What follows belongs to an exercise in optimizing a design on an open flow for small area, a short achievable clock period and few clock cycles; a production flow would make more cautious choices.
Only simulation tests tie the RTL to the original design; equivalence was not proved.

==> v4 <==
// fbd_seq
module fbd_seq (
    input  wire        clk,
    input  wire        rst,
    input  wire        cmd_valid,
    input  wire [1:0]  cmd_op,         
    output wire        cmd_ready,
    input  wire [31:0] sample_rate,    
    input  wire        max_loop_en,
    input  wire [15:0] max_loop,
    output wire        playing,
    output wire        mem_req,
    output wire [15:0] mem_addr,
    input  wire        mem_gnt,
    input  wire        mem_rvalid,
    input  wire [7:0]  mem_rdata,
    output wire        ev_valid,
    output wire [2:0]  ev_kind,        
    output wire [1:0]  ev_ch,
    output wire [11:0] ev_data
);
Settings: LEC_CHECK=0, CAP_MARGIN=20, CORE_MARGIN=2, CORE_UTILIZATION=40, PLACE_DENSITY=0.6, SETUP_SLACK_MARGIN=5, SLEW_MARGIN=20; clock period 10.0 ns.
run.sh (not shown) runs the stock make flow with config.mk's settings and CLKGATE_MAP_FILE= SYNTH_SCRIPT=/design/flow/synth_recipe.tcl, a recipe that flattens the netlist after the stock synthesis.
==> v9 (differences from v4) <==
--- a/flow/design.v
+++ b/flow/design.v
@@ -41,15 +41,16 @@
         S_MUL2   = 5'd16,
         S_DIV    = 5'd17,
         S_SETUP  = 5'd18,
         S_END    = 5'd19,
         S_POL    = 5'd20,
         S_PEND   = 5'd21,
         S_REFILL = 5'd22,
-        S_FIN    = 5'd23;
+        S_FIN    = 5'd23,
+        S_LCHK   = 5'd24;
     localparam integer CW = 211;
     reg [CW-1:0] cs0, cs1, cs2;
     reg [25:0]   cf0, cf1, cf2;
     wire [7:0]   fd0 = cf0[25:18];
     wire [7:0]   fd1 = cf0[17:10];
     wire [7:0]   fd2 = cf0[9:2];
     wire [1:0]   fn  = cf0[1:0];
@@ -165,27 +166,26 @@
                 b_cnt   = b_cnt   | sk_cnt[si];
                 b_val   = b_val   | sk_val[si];
             end
         end
     end
     wire        b_tj4   = (bsl != 8'd0) && (b_cnt != 8'd1);
     wire        b_tb3   = (bsl != 8'd0) && (b_cnt == 8'd1) && b_val;
-    reg        sw_start, sw_end, sw_cnt, sw_val;
-    reg        sw_top;     
-    reg [15:0] sw_addr;
-    reg [7:0]  sw_cntv;
-    reg        sw_valv;
     reg  [4:0]  state;
     reg         ready_r;
     reg  [1:0]  ch;
     reg         from_s;
     reg         pflag;
     reg         ml_en;
     reg  [15:0] ml;
     reg  [31:0] W;             
+    reg  [31:0] sr_tmp;
+    reg         mle_tmp;
+    reg  [15:0] ml_tmp;
+    reg         srok_r;
     reg  [12:0] rr;            
     reg  [13:0] er;            
     reg  [19:0] bud;           
     reg  [15:0] ptab;
     reg  [15:0] pa;
     reg  [7:0]  a0;
     reg  [7:0]  op;
@@ -197,16 +197,18 @@
     reg         drop_r;
     reg         evv;
     reg  [2:0]  evk;
     reg  [1:0]  evc;
     reg  [11:0] evd;
     assign cmd_ready = ready_r;
     assign playing   = pres0 | pres1 | pres2;
-    assign mem_req   = req_r;
-    assign mem_addr  = fa;
+    wire        early;
+    wire [15:0] early_a;
+    assign mem_req   = req_r | early;
+    assign mem_addr  = early ? early_a : fa;
     assign ev_valid  = evv;
     assign ev_kind   = evk;
     assign ev_ch     = evc;
     assign ev_data   = evd;
     function [15:0] tone_table;
         input [3:0] semi;
         case (semi)
@@ -295,18 +297,42 @@
     wire [3:0]  vol_out  = vol_prod[11:8];
     wire        sr_ok    = (sample_rate >= 32'd60) && (sample_rate <= 32'd42949672);
     wire [13:0] div_tr   = {rr, W[31]};
     wire        div_ge   = (div_tr >= 14'd5994);
     wire [31:0] w_x5     = W + {W[29:0], 2'b00};
     wire [13:0] er_sum   = er + {1'b0, rr};
     wire        lp_hit   = pres0 && (lpc0 >= ml);
-    wire        granted  = req_r & mem_gnt;
+    wire        granted  = mem_req & mem_gnt;
     wire        arrive   = mem_rvalid & ~drop_r;
     wire        hv       = (fn != 2'd0);
     wire [7:0]  hb       = fd0;
+    localparam [2:0] C_REST = 3'd0, C_NOTE = 3'd1, C_ARG = 3'd2, C_BRK = 3'd3,
+                     C_REND = 3'd4, C_VUP = 3'd5, C_VDN = 3'd6, C_TERM = 3'd7;
+    function [5:0] bclass;       
+        input [7:0] b;
+        reg [2:0] c;
+        begin
+            if (b < 8'h80)      c = C_REST;
+            else if (b < 8'hE0) c = C_NOTE;
+            else case (b)
+                8'hE0, 8'hE1, 8'hE2, 8'hE5, 8'hE9, 8'hEA, 8'hEB, 8'hEC: c = C_ARG;
+                8'hE3:   c = C_BRK;
+                8'hE4:   c = C_REND;
+                8'hE6:   c = C_VUP;
+                8'hE7:   c = C_VDN;
+                default: c = C_TERM;
+            endcase
+            bclass = {b == 8'h00, b == 8'hFF, b == 8'hE8, c};
+        end
+    endfunction
+    reg  [5:0]  hc;
+    wire [2:0]  hcls     = hc[2:0];
+    wire        h_e8     = hc[3];
+    wire        h_ff     = hc[4];
+    wire        h_00     = hc[5];
     reg  [4:0]  n_state;
     reg         n_ready;
     reg  [1:0]  n_ch;
     reg         n_from_s, n_pflag;
     reg  [15:0] n_ptab, n_pa;
     reg  [7:0]  n_a0, n_op;
     reg  [4:0]  n_k;
@@ -397,70 +423,71 @@
             n_lwait = 8'd0;
             n_ldcnt = 8'd0;
             n_lneg  = 1'b0;
             n_leff  = 16'd0;
         end
     endtask
     wire [15:0] hdr_val = {hb, a0};
+    assign early   = hv && ((state == S_ARG && op == 8'hE0) ||
+                            (state == S_PSCAN && (h_ff || hb == a0)) ||
+                            (state == S_PPAR && k[2:0] == 3'd5));
+    assign early_a = (state == S_ARG) ? ptab :
+                     (state == S_PSCAN && !h_ff) ? pa + 16'd1 : cur0;
+    wire        op_here = hv && (state == S_OP || (state == S_TCH && pres0 && rem0 == 8'd1));
+    wire        rend_wr = op_here && (hcls == C_REND) && t_ne;
+    wire        push_wr = hv && (state == S_ARG) && (op == 8'hE2) && !tsl0[7];
     wire [6:0]  psplit  = pitch_split(hb[6:0]);
     task do_op;
         begin
             consume = 1'b1;
             n_cur   = cur0 + 16'd1;
             n_op    = hb;
             n_k     = 5'd0;
             n_state = S_OP;
-            if (hb < 8'h80) begin
+            if (hcls == C_REST) begin
                 n_rem = {1'b0, hb[6:0]} + 8'd1;
                 if (!tied0) n_eph = PH_RELEASE;
                 chan_done;
-            end else if (hb < 8'hE0) begin
+            end else if (hcls == C_NOTE) begin
                 n_oct   = psplit[6:4];
                 n_semi  = psplit[3:0];
                 if (!tied0) begin
                     n_ecur = eal0;
                     n_eph  = (eal0 == 8'd255) ? PH_DECAY : PH_ATTACK;
                     lfo_restart(ldly0, ldep0);
                 end
                 n_state = S_NDUR;
             end else begin
-                case (hb)
-                    8'hE0, 8'hE1, 8'hE2, 8'hE5, 8'hE9, 8'hEA, 8'hEB, 8'hEC:
+                case (hcls)
+                    C_ARG:
                         n_state = S_ARG;
-                    8'hE3: begin
+                    C_BRK: begin
                         if (tb30) begin
                             n_cur = t_end;
                             n_tsl = bsl;
                             n_tj4 = b_tj4;
                             n_tb3 = b_tb3;
                             start_stream(t_end, 1'b0);
                         end
                     end
-                    8'hE4: if (t_ne) begin
-                        sw_top  = 1'b1;
-                        sw_end  = 1'b1;
-                        sw_val  = 1'b1;
-                        sw_cnt  = 1'b1;
-                        sw_addr = cur0 + 16'd1;
-                        sw_valv = 1'b1;
-                        sw_cntv = (t_cnt == 8'd0) ? 8'd0 : t_cnt - 8'd1;
+                    C_REND: if (t_ne) begin
                         if (!tj40) begin
                             n_tsl = bsl;
                             n_tj4 = b_tj4;
                             n_tb3 = b_tb3;
                         end else begin
                             if (t_cnt == 8'd0 && lpc0 != 16'hFFFF) n_lpc = lpc0 + 16'd1;
                             n_tj4 = (t_cnt != 8'd2);
                             n_tb3 = (t_cnt == 8'd2);
                             n_cur = t_start;
                             start_stream(t_start, 1'b0);
                         end
                     end
-                    8'hE6: if (vol0 != 4'd15) n_vol = vol0 + 4'd1;
-                    8'hE7: if (vol0 != 4'd0)  n_vol = vol0 - 4'd1;
+                    C_VUP: if (vol0 != 4'd15) n_vol = vol0 + 4'd1;
+                    C_VDN: if (vol0 != 4'd0)  n_vol = vol0 - 4'd1;
                     default: begin
                         emit(EV_VOL, ch, 12'd0);
                         n_pres = 1'b0;
                         chan_done;
                     end
                 endcase
             end
@@ -489,34 +516,21 @@
         n_evc    = evc;
         n_evd    = evd;
         consume  = 1'b0;
         flush    = 1'b0;
         resume   = 1'b0;
         ftgt     = cur0;
         fstr7    = 1'b0;
-        sw_start = 1'b0;
-        sw_end   = 1'b0;
-        sw_cnt   = 1'b0;
-        sw_val   = 1'b0;
-        sw_top   = 1'b0;
-        sw_addr  = cur0 + 16'd1;
-        sw_cntv  = hb;
-        sw_valv  = 1'b0;
         case (state)
             S_IDLE: if (cmd_valid) begin
                 case (cmd_op)
                     OP_LOAD: begin
                         clr_fifos = 1'b1;
-                        if (sr_ok) begin
-                            n_ready = 1'b0;
-                            n_pa    = 16'd0;
-                            n_ch    = 2'd0;
-                            n_state = S_TITLE;
-                            start_stream(16'd0, 1'b0);
-                        end
+                        n_ready   = 1'b0;
+                        n_state   = S_LCHK;
                     end
                     OP_TICK: begin
                         n_ready  = 1'b0;
                         n_ch     = 2'd0;
                         n_from_s = 1'b0;
                         n_state  = S_TCH;
                     end
@@ -585,15 +599,15 @@
                 consume = 1'b1;
                 n_cur   = cur0 + 16'd1;
                 n_rem   = hb;
                 emit(EV_TONE, ch, tone_out);
                 n_state = S_PEEK;
             end
             S_PEEK: if (hv) begin
-                if (hb == 8'hE8) begin
+                if (h_e8) begin
                     consume = 1'b1;
                     n_cur   = cur0 + 16'd1;
                     n_tied  = 1'b1;
                 end else begin
                     n_tied  = 1'b0;
                 end
                 emit(EV_VOL, ch, {8'd0, vol_out});
@@ -609,20 +623,14 @@
                         n_a0    = hb;
                         n_pa    = ptab;
                         n_state = S_PSCAN;
                         start_stream(ptab, 1'b1);
                     end
                     8'hE1: n_vol = (hb > 8'd15) ? 4'd15 : hb[3:0];
                     8'hE2: if (!tsl0[7]) begin
-                        sw_start = 1'b1;
-                        sw_cnt   = 1'b1;
-                        sw_val   = 1'b1;
-                        sw_addr  = cur0 + 16'd1;
-                        sw_cntv  = hb;
-                        sw_valv  = 1'b0;
                         n_tsl    = psl;
                         n_tj4    = (hb != 8'd1);
                         n_tb3    = 1'b0;
                     end
                     8'hE5: emit(EV_NOISE, 2'd0, {4'd0, hb});
                     8'hEB: begin
                         n_len = (hb != 8'd0);
@@ -651,15 +659,15 @@
                                 lfo_restart(ldly0, ldep0);
                             end
                         endcase
                     end
                 endcase
             end
             S_PSCAN: if (hv) begin
-                if (hb == 8'hFF) begin
+                if (h_ff) begin
                     n_state = S_OP;
                     start_stream(cur0, 1'b0);
                 end else if (hb == a0) begin
                     n_k     = 5'd0;
                     n_state = S_PPAR;
                     start_stream(pa + 16'd1, 1'b0);
                 end else begin
@@ -679,17 +687,28 @@
                     default: n_err = hb;
                 endcase
                 if (k[2:0] == 3'd5) begin
                     n_state = S_OP;
                     start_stream(cur0, 1'b0);
                 end
             end
+            S_LCHK: begin
+                if (srok_r) begin
+                    n_pa    = 16'd0;
+                    n_ch    = 2'd0;
+                    n_state = S_TITLE;
+                    start_stream(16'd0, 1'b0);
+                end else begin
+                    n_state = S_IDLE;
+                    n_ready = 1'b1;
+                end
+            end
             S_TITLE: if (hv) begin
                 consume = 1'b1;
-                if (hb == 8'd0) begin
+                if (h_00) begin
                     n_k     = 5'd0;
                     n_state = S_HDR;
                 end else begin
                     n_pa = pa + 16'd1;
                 end
             end
             S_HDR: if (hv) begin
@@ -811,19 +830,23 @@
             cf0 <= ncf;
             if (clr_fifos) begin
                 cf1[1:0] <= 2'd0;
                 cf2[1:0] <= 2'd0;
             end
         end
         for (si = 0; si < 24; si = si + 1) begin
-            if (sw_top ? rsel[si] : psel[si]) begin
-                if (sw_start) sk_start[si] <= sw_addr;
-                if (sw_end)   sk_end[si]   <= sw_addr;
-                if (sw_cnt)   sk_cnt[si]   <= sw_cntv;
-                if (sw_val)   sk_val[si]   <= sw_valv;
+            if (push_wr && psel[si]) begin
+                sk_start[si] <= cur0 + 16'd1;
+                sk_cnt[si]   <= hb;
+                sk_val[si]   <= 1'b0;
+            end
+            if (rend_wr && rsel[si]) begin
+                sk_end[si]   <= cur0 + 16'd1;
+                sk_cnt[si]   <= (t_cnt == 8'd0) ? 8'd0 : t_cnt - 8'd1;
+                sk_val[si]   <= 1'b1;
             end
         end
         state   <= n_state;
         if (rot) begin
             nx_cur <= env_cur;
             nx_ph  <= env_ph;
         end
@@ -844,18 +867,22 @@
         a0      <= n_a0;
         op      <= n_op;
         k       <= n_k;
         evv     <= n_evv;
         evk     <= n_evk;
         evc     <= n_evc;
         evd     <= n_evd;
-        if (state == S_IDLE && cmd_valid && cmd_op == OP_LOAD && sr_ok) begin
-            W     <= sample_rate;
-            ml_en <= max_loop_en;
-            ml    <= max_loop;
+        sr_tmp  <= sample_rate;
+        mle_tmp <= max_loop_en;
+        ml_tmp  <= max_loop;
+        srok_r  <= sr_ok;
+        if (state == S_LCHK && srok_r) begin
+            W     <= sr_tmp;
+            ml_en <= mle_tmp;
+            ml    <= ml_tmp;
         end
         if (state == S_MUL1) begin
             W  <= w_x5;
             rr <= 13'd0;
         end
         if (state == S_MUL2) W <= {w_x5[29:0], 2'b00};
         if (state == S_DIV) begin
@@ -873,27 +900,33 @@
                 er  <= er_sum - 14'd5994;
                 bud <= W[19:0] + 20'd1;
             end else begin
                 er  <= er_sum;
                 bud <= W[19:0];
             end
         end
+        hc <= (rot && !carry) ? bclass(cf1[25:18]) : bclass(n_fd0);
         if (rot && !carry) begin
             drop_r <= granted;
             fa     <= cur1 + {14'd0, fn1};
             fs7    <= 1'b0;
             fen    <= pf_ok;
             req_r  <= pf_ok && (fn1 != 2'd3);
         end else if (clr_fifos && !flush) begin
             drop_r <= granted;
             fen    <= 1'b0;
             req_r  <= 1'b0;
         end else if (flush) begin
-            drop_r <= granted;
-            fa     <= ftgt;
+            if (early) begin
+                drop_r <= 1'b0;
+                fa     <= ftgt + (granted ? (fstr7 ? 16'd7 : 16'd1) : 16'd0);
+            end else begin
+                drop_r <= granted;
+                fa     <= ftgt;
+            end
             fs7    <= fstr7;
             fen    <= 1'b1;
             req_r  <= 1'b1;
         end else begin
             drop_r <= 1'b0;
             if (resume) begin
                 fa  <= cur0 + {14'd0, fn};
==> results.py <==
metrics = {
    "power_and_ir_drop": {
        "power_density_mw_per_mm2": 355.5,
        "irDropWorstVdd_uv": 272.9,
        "p_int_mw": 22.93,
    },
    "critical_path": {
        "reg2reg_to": "fa[10]",
        "r2r_start": "cs0[136]",
    },
    "sta": {
        "clock.fmax_mhz": 198.3,
        "rsz0062_at_grt": "true",
    },
    "floorplanning": {
        "rows": 179,
        "taps": 3167,
    },
    "clock_tree": {
        "post_cts_buffers": 93,
    },
    "drt": {
        "wl_met3_um": 35210,
        "vias_per_cell": 6.258,
    },
    "layout": {
        "nFillCells": 21436,
        "final_cells": 12047,
        "final-clk-cell-share_pct": 6.699,
    },
    "yosys": {
        "yosysTopAreaCellShare_pct": 52.10,
        "syn_area_mm2": 0.09574,
    },
    "outcome": {
        "outcome": "no timing/DRC/antenna violations",
    },
}
# the run above: v9

==> results.py <==
metrics = {
    "floorplanning": {
        "rows": 176,
        "taps": 3026,
    },
    "critical_path": {
        "reg2reg_to": "fa[5]",
        "r2r_start": "ch[0]",
    },
    "yosys": {
        "syn_area_mm2": 0.09279,
    },
    "outcome": {
        "outcome": "no timing/DRC/antenna violations",
    },
    "power_and_ir_drop": {
        "irDropWorstVdd_uv": 356.6,
        "power_density_mw_per_mm2": 359.4,
    },
    "layout": {
        "final-clk-cell-share_pct": 6.764,
        "final_cells": 11288,
    },
    "sta": {
        "clock.fmax_mhz": 200.7,
    },
}
# the run above: v4

Testbench counts of v4, summed over its fixed seeds: cycles 38,745.
Testbench counts of v9, summed over its fixed seeds: cycles 37,676.

==> afterwards: timing with drivers on the ports <==
No port has a modelled driver above. Below, the same layouts with a new extraction and two added sets of constraints. Step 1 assumes that a clkbuf_16 drives the clock port and a buf_2 every other input. Step 2 adds t to the input delays and takes it off the output delays; t is the mean of the earliest and latest rising clock arrival at the registers after step 1. Input paths then give back, and output paths get back, about the clock's delay inside the block. Three values: ideal, step 1, step 2; two values: the first two.
run	t (ns)	setup slack, ns	slew at the worst register clock pin (ns)
v4	0.961	5.017 / 4.991 / 4.426	0.07 / 0.07
v9	0.996	4.958 / 4.845 / 4.697	0.07 / 0.07
After both steps every run listed still meets setup and hold. The setup slack of v4, which loses most, moves by -0.026 ns with the drivers and by -0.591 ns with both steps.
